Context: an optimization exercise on an open-source flow, tuned for small area. The choices shown serve that exercise and are no tape-out recipe. Function was checked by simulation only, so behaviour that the tests miss may differ from the original. No run shown here takes its clock network from TritonCTS; it comes from the design's own scripts or RTL. No driver is modelled on the clock port, so clock power and skew are understated where the tree is cut down; a real chip needs a root buffer or a tree. Power is estimated from default activity; no workload was simulated.

[design/flow/flow/run.sh]
#!/bin/bash
# Own layout flow: the standard ORFS flow (standard.sh) with
#  - an area-oriented ABC mapping script in synthesis (the rest of the
#    synthesis, and so the registers and their names, is unchanged),
#  - port buffers of the smallest buffer cell (buf_1), and no synthesis
#    buffer on the constant output (the tie cell drives it, as in the
#    standard flow once global placement has removed that buffer),
#  - one buf_2 in front of each gate output whose slew is over the repair
#    limit after global placement (before repair_design),
#  - a clock tree of a few clock buffers fed from the clock port, built
#    after CTS in place of its H-tree (the design has 35 registers).
# Each tool run's output goes to its own log file in this folder.
set -euo pipefail
W=$(pwd)
rm -rf "$W/scripts_syn"
cp -r "$FLOW_HOME/scripts" "$W/scripts_syn"
cp "$W/flow/abc.script" "$W/scripts_syn/abc_speed.script"
cat > "$W/own_synth.tcl" <<EOT
set ::env(SCRIPTS_DIR) $W/scripts_syn
set ::env(SYNTH_INSBUF) 0
source $W/synth_recipe.tcl
EOT
sed "s#SYNTH_SCRIPT=[^ ]*#SYNTH_SCRIPT=$W/own_synth.tcl#" standard.sh > own.sh
grep -q own_synth.tcl own.sh
export BUFFER_PORTS_ARGS="-buffer_cell sky130_fd_sc_hd__buf_1"
export CTS_ARGS="-sink_clustering_enable -repair_clock_nets -dont_use_dummy_load"
export POST_CTS_TCL="$W/flow/clock_buffers.tcl"
export PRE_RESIZE_TCL="$W/flow/slew_buffers.tcl"
export KF_CLKBUF_CELL=sky130_fd_sc_hd__clkbuf_4
export KF_CLKBUF_COUNT=4
bash own.sh synth > synth.log 2>&1
bash own.sh floorplan > floorplan.log 2>&1
bash own.sh place > place.log 2>&1
bash own.sh cts > cts.log 2>&1
bash own.sh route > route.log 2>&1
bash own.sh finish > finish.log 2>&1
[design/flow/design.v]
module kfcu (
    input  wire        clk,
    input  wire        rst,
    input  wire        cmd_valid,
    input  wire [3:0]  cmd_op,
    input  wire [15:0] cmd_arg,
    output wire        cmd_ready,
    output wire        rsp_valid,
    output wire [1:0]  rsp_err,
    output wire [15:0] rsp_data
);
    localparam [6:0] CK_OFS  = 7'h25;
    localparam [2:0] K_STAT = 3'd6;
    localparam [2:0] K_CK   = 3'd0;
    localparam [2:0] K_ILL  = 3'd3;
    localparam [2:0] K_ENC  = 3'd5;
    localparam [2:0] K_RNG  = 3'd1;
    localparam [2:0] K_OVR  = 3'd2;
    localparam [2:0] K_DEC  = 3'd7;
    reg [6:0] ak;        
    reg [6:0] pos;
    reg [7:0] stored;
    reg [8:0] cd;        
    reg [2:0] kind;
    reg       rvalid;
    wire svalid  = |pos;
    wire pos_end = pos[6] & pos[5] & pos[2] & pos[1] & pos[0];
    wire z_hi    = ~|cmd_arg[15:8];
    wire z_all   = z_hi & ~|cmd_arg[7:0];
    reg       ok;
    reg [2:0] kind_n;
    always @(*) begin
        case (cmd_op)
            4'h0, 4'h5,
            4'h8, 4'h9: ok = z_all;
            4'h1:       ok = ~|cmd_arg[15:9];
            4'h2:       ok = ~|cmd_arg[15:10] & ~cmd_arg[7];
            4'h3, 4'h4: ok = ~|cmd_arg[15:4];
            4'h6, 4'h7: ok = z_hi;
            default:    ok = 1'b0;
        endcase
        if (cmd_op[3] & (cmd_op[2] | cmd_op[1]))
            kind_n = K_ILL;
        else if (!ok)
            kind_n = K_RNG;
        else if (cmd_op == 4'h7 && pos_end)
            kind_n = K_OVR;
        else if (cmd_op == 4'h9)
            kind_n = K_STAT;
        else if (cmd_op[3] | cmd_op[2] & (cmd_op[1] | cmd_op[0]))
            kind_n = K_CK;
        else if (cmd_op[1])
            kind_n = K_DEC;
        else
            kind_n = K_ENC;
    end
    wire done   = ok & ~(cmd_op == 4'h7 && pos_end);
    wire do_clr = done & (cmd_op == 4'h5);
    wire do_add = done & ((cmd_op == 4'h6) | ((cmd_op == 4'h7) & svalid));
    wire do_inc = done & (cmd_op == 4'h7);
    wire       add_en = cmd_valid & do_add;
    wire       inc_en = cmd_valid & do_inc;
    wire       clr    = rst | (cmd_valid & do_clr);
    wire [6:0] addend = cmd_arg[6:0] & {7{add_en}};
    wire [7:0] ac;
    wire [6:0] ak_sum;
    wire [7:0] pc;
    wire [6:0] pos_inc;
    assign ac[0] = 1'b0;
    assign pc[0] = inc_en;
    genvar i;
    generate
        for (i = 0; i < 7; i = i + 1) begin : g_add
            assign ak_sum[i]  = ak[i] ^ addend[i] ^ ac[i];
            assign ac[i+1]    = (ak[i] & addend[i]) | (ak[i] & ac[i]) | (addend[i] & ac[i]);
            assign pos_inc[i] = pos[i] ^ pc[i];
            assign pc[i+1]    = pos[i] & pc[i];
        end
    endgenerate
    always @(posedge clk) begin
        if (clr) begin
            ak  <= CK_OFS;
            pos <= 7'd0;
        end else begin
            ak  <= ak_sum;
            pos <= pos_inc;
        end
        if (!svalid)
            stored <= cmd_arg[7:0];
        if (cmd_valid)
            cd <= {cmd_arg[8], cmd_arg[7] | cmd_arg[9], cmd_arg[6:0]};
        if (rst)
            kind <= K_STAT;
        else if (cmd_valid)
            kind <= kind_n;
        rvalid <= ~rst & cmd_valid;
    end
    reg sel_st, sel_ck, sel_enc, sel_dec, sel_cd;
    reg [1:0] err_o;
    always @(*) begin
        {sel_st, sel_ck, sel_enc, sel_dec, sel_cd, err_o} = 7'bxxxxxxx;
        case (kind)
            K_STAT: {sel_st, sel_ck, sel_enc, sel_dec, sel_cd, err_o} = 7'b1000000;
            K_CK:   {sel_st, sel_ck, sel_enc, sel_dec, sel_cd, err_o} = 7'b0100000;
            K_ENC:  {sel_st, sel_ck, sel_enc, sel_dec, sel_cd, err_o} = 7'b0010100;
            K_DEC:  {sel_st, sel_ck, sel_enc, sel_dec, sel_cd, err_o} = 7'b0001100;
            K_ILL:  {sel_st, sel_ck, sel_enc, sel_dec, sel_cd, err_o} = 7'b0000001;
            K_RNG:  {sel_st, sel_ck, sel_enc, sel_dec, sel_cd, err_o} = 7'b0000010;
            K_OVR:  {sel_st, sel_ck, sel_enc, sel_dec, sel_cd, err_o} = 7'b0000011;
            default: ;
        endcase
    end
    wire st_sv   = sel_st & svalid;
    assign cmd_ready = 1'b1;
    assign rsp_valid = rvalid;
    assign rsp_err   = err_o;
    assign rsp_data  = {{8{st_sv}} & stored, 8'h00}
                     | {6'd0, sel_enc & cd[8], sel_cd & cd[7], sel_dec & cd[8], 7'd0}
                     | {8'd0, st_sv, {7{sel_st}} & pos}
                     | {9'd0, {7{sel_ck}} & ak}
                     | {9'd0, {7{sel_cd}} & cd[6:0]};
endmodule
[design/flow/flow/abc.script]
strash
dch -f
map -a
&get -n
&st
&dch
&nf -R 1000
&put
topo
dnsize
[design/flow/config.mk]
export PLATFORM = sky130hd
export DESIGN_NAME = kfcu
export DESIGN_NICKNAME = kfcu
export VERILOG_FILES = /design/flow/design.v
export SDC_FILE = /design/flow/constraint.sdc
export NUM_CORES = 4
export LEC_CHECK = 0
export CAP_MARGIN = 20
export CORE_AREA = 2.3 2.72 58.88 59.84
export DIE_AREA = 0 0 61.18 62.56
export GPL_TIMING_DRIVEN = 0
export PLACE_DENSITY = 0.85
export SLEW_MARGIN = 20
[design/flow/standard.sh]
#!/bin/bash
# synth_recipe.tcl (not shown) runs the flow's synth.tcl, then flattens the netlist and writes it again
# the make line also repeats each setting of config.mk as NAME=value (left out here)
make -C /OpenROAD-flow-scripts/flow DESIGN_CONFIG=/design/flow/config.mk WORK_HOME=/design/flow/orfs CLKGATE_MAP_FILE= SYNTH_SCRIPT=/design/flow/synth_recipe.tcl "${@:-finish}"
[design/flow/flow/slew_buffers.tcl]
estimate_parasitics -placement
set kf_block [ord::get_db_block]
set kf_limit [expr {1.5 * (1.0 - $::env(SLEW_MARGIN) / 100.0)}]
set kf_master [[ord::get_db] findMaster sky130_fd_sc_hd__buf_2]
set kf_n 0
foreach inst [$kf_block getInsts] {
  set m [[$inst getMaster] getName]
  if { [string match "*buf*" $m] || [string match "*df*" $m] || [string match "*conb*" $m] } { continue }
  foreach it [$inst getITerms] {
    if { ![$it isOutputSignal] } { continue }
    set net [$it getNet]
    if { $net eq "NULL" } { continue }
    set pin [get_pins "[$inst getName]/[[$it getMTerm] getName]"]
    set s [expr {max([get_property $pin slew_max_rise], [get_property $pin slew_max_fall])}]
    if { $s <= $kf_limit } { continue }
    set loads {}
    foreach l [$net getITerms] { if { [$l isInputSignal] } { lappend loads $l } }
    if { [llength $loads] < 2 || [llength [$net getBTerms]] > 0 } { continue }
    set buf [odb::dbInst_create $kf_block $kf_master "kf_slewbuf_$kf_n"]
    set nn [odb::dbNet_create $kf_block "kf_slewnet_$kf_n"]
    foreach l $loads { $l disconnect; $l connect $nn }
    [$buf findITerm A] connect $net
    [$buf findITerm X] connect $nn
    set loc [$inst getLocation]
    $buf setLocation [lindex $loc 0] [lindex $loc 1]
    $buf setPlacementStatus PLACED
    puts "kf_slew_buffers: [$inst getName] ($m) slew $s, [llength $loads] loads buffered"
    incr kf_n
  }
}
puts "kf_slew_buffers: $kf_n buffers"
estimate_parasitics -placement
[design/flow/flow/clock_buffers.tcl]
# Replace the clock tree that CTS built with k clock buffers driven straight
# from the clock port, each driving one band of the register clock pins.
proc kf_clock_buffers { cell k } {
  set block [ord::get_db_block]
  set clk [$block findNet clk]
  set sinks {}
  set tree_insts {}
  set tree_nets {}
  set todo [list $clk]
  while { [llength $todo] } {
    set net [lindex $todo 0]
    set todo [lrange $todo 1 end]
    foreach it [$net getITerms] {
      if { [$it isOutputSignal] } { continue }
      set inst [$it getInst]
      set m [[$inst getMaster] getName]
      if { [string match "sky130_fd_sc_hd__clkbuf_*" $m] || [string match "sky130_fd_sc_hd__clkinv*" $m] || [string match "sky130_fd_sc_hd__buf_*" $m] } {
        lappend tree_insts $inst
        foreach o [$inst getITerms] {
          if { [$o isOutputSignal] && [$o getNet] ne "NULL" } {
            lappend tree_nets [$o getNet]
            lappend todo [$o getNet]
          }
        }
      } else {
        lappend sinks $it
      }
    }
  }
  puts "kf_clock_buffers: [llength $sinks] sinks, removing [llength $tree_insts] tree cells"
  set pts {}
  foreach it $sinks {
    set loc [[$it getInst] getLocation]
    lappend pts [list $it [lindex $loc 0] [lindex $loc 1]]
    $it disconnect
  }
  foreach inst $tree_insts { odb::dbInst_destroy $inst }
  foreach net $tree_nets { odb::dbNet_destroy $net }
  # k groups: sort by y into bands, which suits a small square core
  set pts [lsort -integer -index 2 $pts]
  set n [llength $pts]
  set master [[ord::get_db] findMaster $cell]
  for { set g 0 } { $g < $k } { incr g } {
    set lo [expr {($g * $n) / $k}]
    set hi [expr {(($g + 1) * $n) / $k - 1}]
    set grp [lrange $pts $lo $hi]
    set buf [odb::dbInst_create $block $master clkroot_buf_$g]
    set net [odb::dbNet_create $block clkroot_net_$g]
    $net setSigType CLOCK
    [$buf findITerm A] connect $clk
    [$buf findITerm X] connect $net
    set sx 0; set sy 0
    foreach p $grp {
      [lindex $p 0] connect $net
      set sx [expr {$sx + [lindex $p 1]}]
      set sy [expr {$sy + [lindex $p 2]}]
    }
    set m [llength $grp]
    $buf setLocation [expr {$sx / $m}] [expr {$sy / $m}]
    $buf setPlacementStatus PLACED
  }
}

kf_clock_buffers $::env(KF_CLKBUF_CELL) $::env(KF_CLKBUF_COUNT)
detailed_placement
check_placement -verbose
estimate_parasitics -placement
report_clock_skew
report_check_types -max_slew -max_capacitance
[design/flow/constraint.sdc]
create_clock -name core_clock -period 6.0 [get_ports {clk}]
set_input_delay 1.2000 -clock core_clock [delete_from_list [all_inputs] [get_ports {clk}]]
set_output_delay 1.2000 -clock core_clock [all_outputs]
set_load 0.01 [all_outputs]
==> flow_summary.ini, run 1 <==
[yosys]
synth_area_um2 = 1670
synth_async_sr_flop_share_pct = 0
syn_area_per_cell_um2 = 11.1
synth_edf_count = 17
synthCells = 151
synth_area_leaders = edfxtp_1, dfxtp_1, and2_0
yosysSeqAreaShare_pct = 52.2
synth_warnings = 1
synth_flop_cell = dfxtp_1
synth_top_cell_by_area = edfxtp_1
synth_nets = 186
ys_types = 30
ys_ff_latch = 35
netlist.area_leader.share_pct = 30.6

[placement]
finalWeightedCongestion = 0.803
io_buffers = 41
place_hpwl_um = 2580

[route]
ant_nets = 0
viasPerCell = 5.36
routed_wl_um = 3400
met3_length_um = 139
drtIter0Drc = 74
drt-pass1-iter-count = 5
drc_errors = 0
routed-via-count = 1302
wl_met2_um = 1700
maxUsedRoutingLayer = met4
wl_met1_um = 1520
wl_per_cell_um = 14.0

[timing]
setup_viol_count_final = 0
post-route-period-util_pct = 93.3
tns_ns = 0
rsz0062_at_grt = false
finClkSkew_ns = 0.00298
fmax_mhz = 179
worst_pin_slew_ns = 0.991
period_needed_ns = 5.60
final_max_slew_viol_count = 0
hold_violations = 0
slew_headroom_pct = 33.9

[clocking]
insertion_delay_ns = 0.16
clock-sinks = 35
path_clk_slew_ns = 0.09

[floorplan]
num_rows = 21
core_um2 = 3230
die-area_um2 = 3830
num_io_pins = 43
die_h_um = 62.6
initial_utilization_pct = 51.6
die_w_um = 61.2

[global_route]
antenna_found_initial = 0
grt_max_degree = 15
grt_pass1_vias = 1228
track_usage_pct = 19.9
grt_overflow = 0
grt_pass1_wl_um = 5630

[setup_path]
arrival_ns = 5.69
crit_required_ns = 6.09
start_kind = primary input
crit_type = in2reg
critPathMaxFanout = 7
endpoint_kind = flip-flop

[power_and_ir_drop]
p_comb_share_pct = 11.0
p_switching_w = 0.0000907
leakage_nw = 0.739
power_w = 0.000398
ir_worst_vdd_v = 0.0000671
clkPwrFrac_pct = 22.5
swShare_pct = 22.8
power.internal_w = 0.000308
power_density_nw_per_um2 = 208
seq_power_share_pct = 66.4

[worst_hold_path]
hp-class = reg2reg

[finish]
drive_gt1_share_pct = 3.05
final_nets = 234
syn_to_final_growth_pct = 14.8
post-route-util_pct = 59.3
insertedDiodeCount = 0

[run_status]
status = no timing/DRC/antenna violations

[run]
cap_violations = 0
## cell usage in the layout, fill, tap and decap left out, types with 3 or more instances in the layout
cell / instances
and2_0: 22
ha_1: 7
fa_1: 5
nor4_1: 4
o21ai_0: 7
clkinv_1: 9
nand2_1: 7
nand2b_1: 4
edfxtp_1: 17
a21oi_1: 8
and3_1: 3
buf_1: 40
clkbuf_4: 4
nand3_1: 4
nor2_1: 9
nor2b_1: 4
a222oi_1: 7
dfxtp_1: 18
## critical path: stages
cell and delay [ns]:
buf_1 0.17, nor2_1 0.08, nand3_1 0.12, o31ai_1 0.08, o21ai_0 0.16, o21ai_0 0.10
a21oi_1 0.17, nor3_1 0.07, a21oi_1 0.12, nor4_1 0.10, and3_1 0.22, and3_1 0.26
and2_0 0.19, ha_1 0.19, fa_1 0.38, fa_1 0.41, fa_1 0.41, fa_1 0.39
fa_1 0.39, xor2_1 0.18, o21ai_0 0.12, a21oi_1 0.19
## final timing paths
kind              slack [ns]               from           endpoint  depth (start not counted)
setup / recovery        0.40          cmd_op[2]   ak[6]$_SDFF_PP0_                         22
hold / removal          0.51  pos[6]$_SDFF_PP0_  pos[6]$_SDFF_PP0_                          1
setup reg to reg        1.36  pos[5]$_SDFF_PP0_   ak[6]$_SDFF_PP0_                         15
hold reg to reg         0.51  pos[6]$_SDFF_PP0_  pos[6]$_SDFF_PP0_                          1
## routing by layer
metal | track usage [%] | vias to the layer above
met5 | 0 | -
met4 | 5.43 | 0
met3 | 3.52 | 7
met2 | 33.5 | 43
met1 | 25.8 | 604
li1 | - | 648
## flip-flops by register name, summed over array words and instances (netlist names)
signal and cells:
ak 7, cd 9, kind 3, pos 7, rvalid 1, stored 8
## Yosys cell counts, types with 5 or more instances
master,n
a21oi_1,8
a222oi_1,7
and2_0,22
clkinv_1,9
dfxtp_1,18
edfxtp_1,17
fa_1,5
ha_1,7
nand2_1,7
nor2_1,9
o21ai_0,7
## logic make-up after synthesis
| family | share of synthesized area, % |
|---|---|
| buffers and inverters | 2.02 |
| AND/OR/NAND/NOR | 21.5 |
| adder cells (fa/ha/maj) | 11.2 |
| flip-flops | 52.2 |
| XOR/XNOR | 1.05 |
| AO/OA/AOI/OAI | 11.8 |
| other | 0.225 |
## per-stage QoR
stage | cells | hold slack (ns) | area [um^2] | setup slack (ns)
finish | 243 | 0.511 | 1920 | 0.400
global route | 243 | 0.573 | 1920 | 0.0547
detailed placement | 239 | 0.485 | 1890 | 0.192
global placement | 238 | 0.475 | 1880 | 0.340
floorplan | 151 | 0.455 | 1670 | 0.975
## cell type report
type	instances	area, um^2
Fill cell	281	1320
Sequential cell	35	871
Multi-Input combinational cell	107	764
Timing Repair Buffer	41	155
Tap cell	46	57.6
Buffer	5	35.0
Inverter	9	33.8
## power by group through the flow
| stage | Clock, W | Sequential, W | Combinational (W) |
|---|---|---|---|
| floorplan | 0 | 0.000269 | 0.0000232 |
| global placement | 0 | 0.000270 | 0.0000432 |
| detailed placement | 0 | 0.000270 | 0.0000436 |
| global route | 0.0000961 | 0.000266 | 0.0000497 |
| finish | 0.0000898 | 0.000265 | 0.0000440 |
==> run 2: changes to the inputs <==
--- a/design/flow/flow/run.sh
+++ b/design/flow/flow/run.sh
@@ -5,7 +5,7 @@
 #  - port buffers of the smallest buffer cell (buf_1), and no synthesis
 #    buffer on the constant output (the tie cell drives it, as in the
 #    standard flow once global placement has removed that buffer),
-#  - one buf_2 in front of each gate output whose slew is over the repair
+#  - one buf_1 in front of each gate output whose slew is over the repair
 #    limit after global placement (before repair_design),
 #  - a clock tree of a few clock buffers fed from the clock port, built
 #    after CTS in place of its H-tree (the design has 35 registers).
--- a/design/flow/flow/slew_buffers.tcl
+++ b/design/flow/flow/slew_buffers.tcl
@@ -1,7 +1,7 @@
 estimate_parasitics -placement
 set kf_block [ord::get_db_block]
 set kf_limit [expr {1.5 * (1.0 - $::env(SLEW_MARGIN) / 100.0)}]
-set kf_master [[ord::get_db] findMaster sky130_fd_sc_hd__buf_2]
+set kf_master [[ord::get_db] findMaster sky130_fd_sc_hd__buf_1]
 set kf_n 0
 foreach inst [$kf_block getInsts] {
   set m [[$inst getMaster] getName]
==> flow_summary.ini, run 2 <==
[run_status]
status = no timing/DRC/antenna violations

[clocking]
insertion_delay_ns = 0.16
path_clk_slew_ns = 0.09
clock-sinks = 35

[worst_hold_path]
hold_depth = 1
hp-start = pos[6]$_SDFF_PP0_
whs_endpoint = pos[6]$_SDFF_PP0_
hp-class = reg2reg

[setup_path]
r2r_slack_ns = 1.22
start_kind = primary input
cpPeakStageDelay_ns = 0.41
critPathMaxFanout = 8
cp_num_cells = 22
endpoint_kind = flip-flop
rr_worst_depth = 15
r2r-start = pos[5]$_SDFF_PP0_
crit_slowest_cell = fa_1
path_common_cell = fa_1
cp_num_buf_inv = 1
r2r_end = ak[6]$_SDFF_PP0_
path_cells = buf_1 -> nor2_1 -> nand3_1 -> o31ai_1 -> o21ai_0 -> o21ai_0 -> a21oi_1 -> nor3_1 -> a21oi_1 -> nor4_1 -> and3_1 -> and3_1 -> and2_0 -> ha_1 -> fa_1 -> fa_1 -> fa_1 -> fa_1 -> fa_1 -> xor2_1 -> o21ai_0 -> a21oi_1
arrival_ns = 5.78
crit_type = in2reg
crit_required_ns = 6.08
crit_family = adder cells

[placement]
io_buffers = 41
post-place-ws_ns = 0.169
placed_area_um2 = 1880
place_hpwl_um = 2570
finalWeightedCongestion = 0.803

[timing]
tns_ns = 0
fmax_mhz = 176
period_needed_ns = 5.69
whs_ns = 0.506
setup_slack_ns = 0.307
finClkSkew_ns = 0.00839
hold_violations = 0
slew_headroom_pct = 37.1
setup_viol_count_final = 0
final_max_slew_viol_count = 0
rsz0062_at_grt = false
worst_pin_slew_ns = 0.944
post-route-period-util_pct = 94.9

[global_route]
antenna_found_initial = 0
grt_overflow = 0
grt_pass1_wl_um = 5490
grt_pass1_vias = 1203
track_usage_pct = 19.3
grt_max_degree = 15

[yosys]
synth_edf_count = 17
ys_ff_latch = 35
synthCells = 151
synth_warnings = 1
synth_top_cell_by_area = edfxtp_1
syn_area_per_cell_um2 = 11.1
ys_types = 30
synth_async_sr_flop_share_pct = 0
synth_nets = 186
synth_area_um2 = 1670
yosysMostFrequentCell = and2_0
synth_flop_cell = dfxtp_1
yosysSeqAreaShare_pct = 52.2
synth_area_leaders = edfxtp_1, dfxtp_1, and2_0
netlist.area_leader.share_pct = 30.6
synthTopCellsByCount = and2_0, dfxtp_1, edfxtp_1

[finish]
mostFrequentLayoutCells = buf_1, and2_0, dfxtp_1, edfxtp_1
fillers = 285
top_regs = cd x9, stored x8
syn_to_final_growth_pct = 14.7
largest_reg_flops = 9
insertedDiodeCount = 0
drive_gt1_share_pct = 2.03
largest-register = cd
final_nets = 234
post-route-util_pct = 59.2
mostFrequentLayoutCell = buf_1
stdcell_area_um2 = 1910

[floorplan]
die_w_um = 61.2
die_h_um = 62.6
die-area_um2 = 3830
initial_utilization_pct = 51.6
num_rows = 21
core_um2 = 3230
num_io_pins = 43

[power_and_ir_drop]
ir_worst_vdd_v = 0.0000675
leakage_nw = 0.735
power_density_nw_per_um2 = 208

[run]
cap_violations = 0

[route]
viasPerCell = 5.39
routed-via-count = 1310
ant_nets = 0
wl_per_cell_um = 13.9
drtIter0Drc = 70
routed_wl_um = 3390
drt-pass1-iter-count = 5
drc_errors = 0
-- run 2: cell counts after synthesis --
Identical to the previous run, type by type.
-- run 2: stage by stage --
| stage | total power (W) | instances |
|---|---|---|
| finish | 0.000398 | 243 |
| global placement | 0.000313 | 238 |
| floorplan | 0.000292 | 151 |
| global route | 0.000412 | 243 |
| detailed placement | 0.000313 | 239 |
-- run 2: area by class of cell --
class / count / area, um^2 / share of cell area [%]
inverter: 9 / 33.8 / 1.76
sequential: 35 / 871 / 45.5
multi-input combinational: 107 / 764 / 39.9
tap: 46 / 57.6 / 3.01
timing repair buffer: 41 / 154 / 8.04
buffer: 5 / 33.8 / 1.76
-- run 2: routing by layer --
layer	up-vias	GRT usage [%]	share of wire, %
li1	644	-	-
met1	607	24.9	43
met2	54	32.7	50
met3	5	3.31	5.6
met4	0	4.89	0.74
met5	-	0	0
-- run 2: kinds of logic (layout without fill, tap and decap cells) --
kind of cell | Yosys count | in the layout | share of synthesized area [%]
AOI/OAI and AO/OA | 28 | 28 | 11.8
xor gates and xnor gates | 2 | 2 | 1.05
adders and majority gates | 12 | 12 | 11.2
buffers and inverters | 9 | 55 | 2.02
DFF | 35 | 35 | 52.2
other | 1 | 1 | 0.225
and+or+nand+nor | 64 | 64 | 21.5
-- run 2: worst max path at each step --
stage | start | to
floorplan | cmd_op[1] | ak[6]$_SDFF_PP0_
global placement | cmd_op[1] | ak[6]$_SDFF_PP0_
detailed placement | cmd_op[1] | ak[6]$_SDFF_PP0_
global route | cmd_op[1] | ak[6]$_SDFF_PP0_
finish | cmd_op[1] | ak[6]$_SDFF_PP0_
-- run 2: where the power goes --
part / internal (W) / switching [W] / leakage (nW) / total [W]
Clock: 0.0000319 / 0.0000573 / 0.0184 / 0.0000892
Sequential: 0.000260 / 0.00000450 / 0.319 / 0.000265
Combinational: 0.0000156 / 0.0000283 / 0.398 / 0.0000438

[separate check: timing with driven ports]
In the flow no input, the clock included, has a driving cell. The finished layouts below were timed again as built, in two steps.
Step 1 assumes that a clkbuf_16 drives the clock port and a buf_2 every other input.
Step 2 adds t to the input delays and takes it off the output delays; t is the mean of the earliest and latest rising clock arrival at the registers after step 1. Input paths then give back, and output paths get back, about the clock's delay inside the block.
a / b / c = no drivers / after step 1 / after step 2; a / b = the first two.
| run | t, ns | setup WS [ns] | worst setup path after step 2 | worst register clock-pin slew, ns |
|---|---|---|---|---|
| run 1 | 0.193 | 0.400 / 0.417 / 0.224 | input to register | 0.09 / 0.09 |
| run 2 | 0.192 | 0.307 / 0.324 / 0.133 | input to register | 0.10 / 0.10 |
After both steps setup and hold are still met in every run listed. For run 1, which loses most, drivers alone change the setup slack by +0.017 ns; drivers and shift together by -0.176 ns.
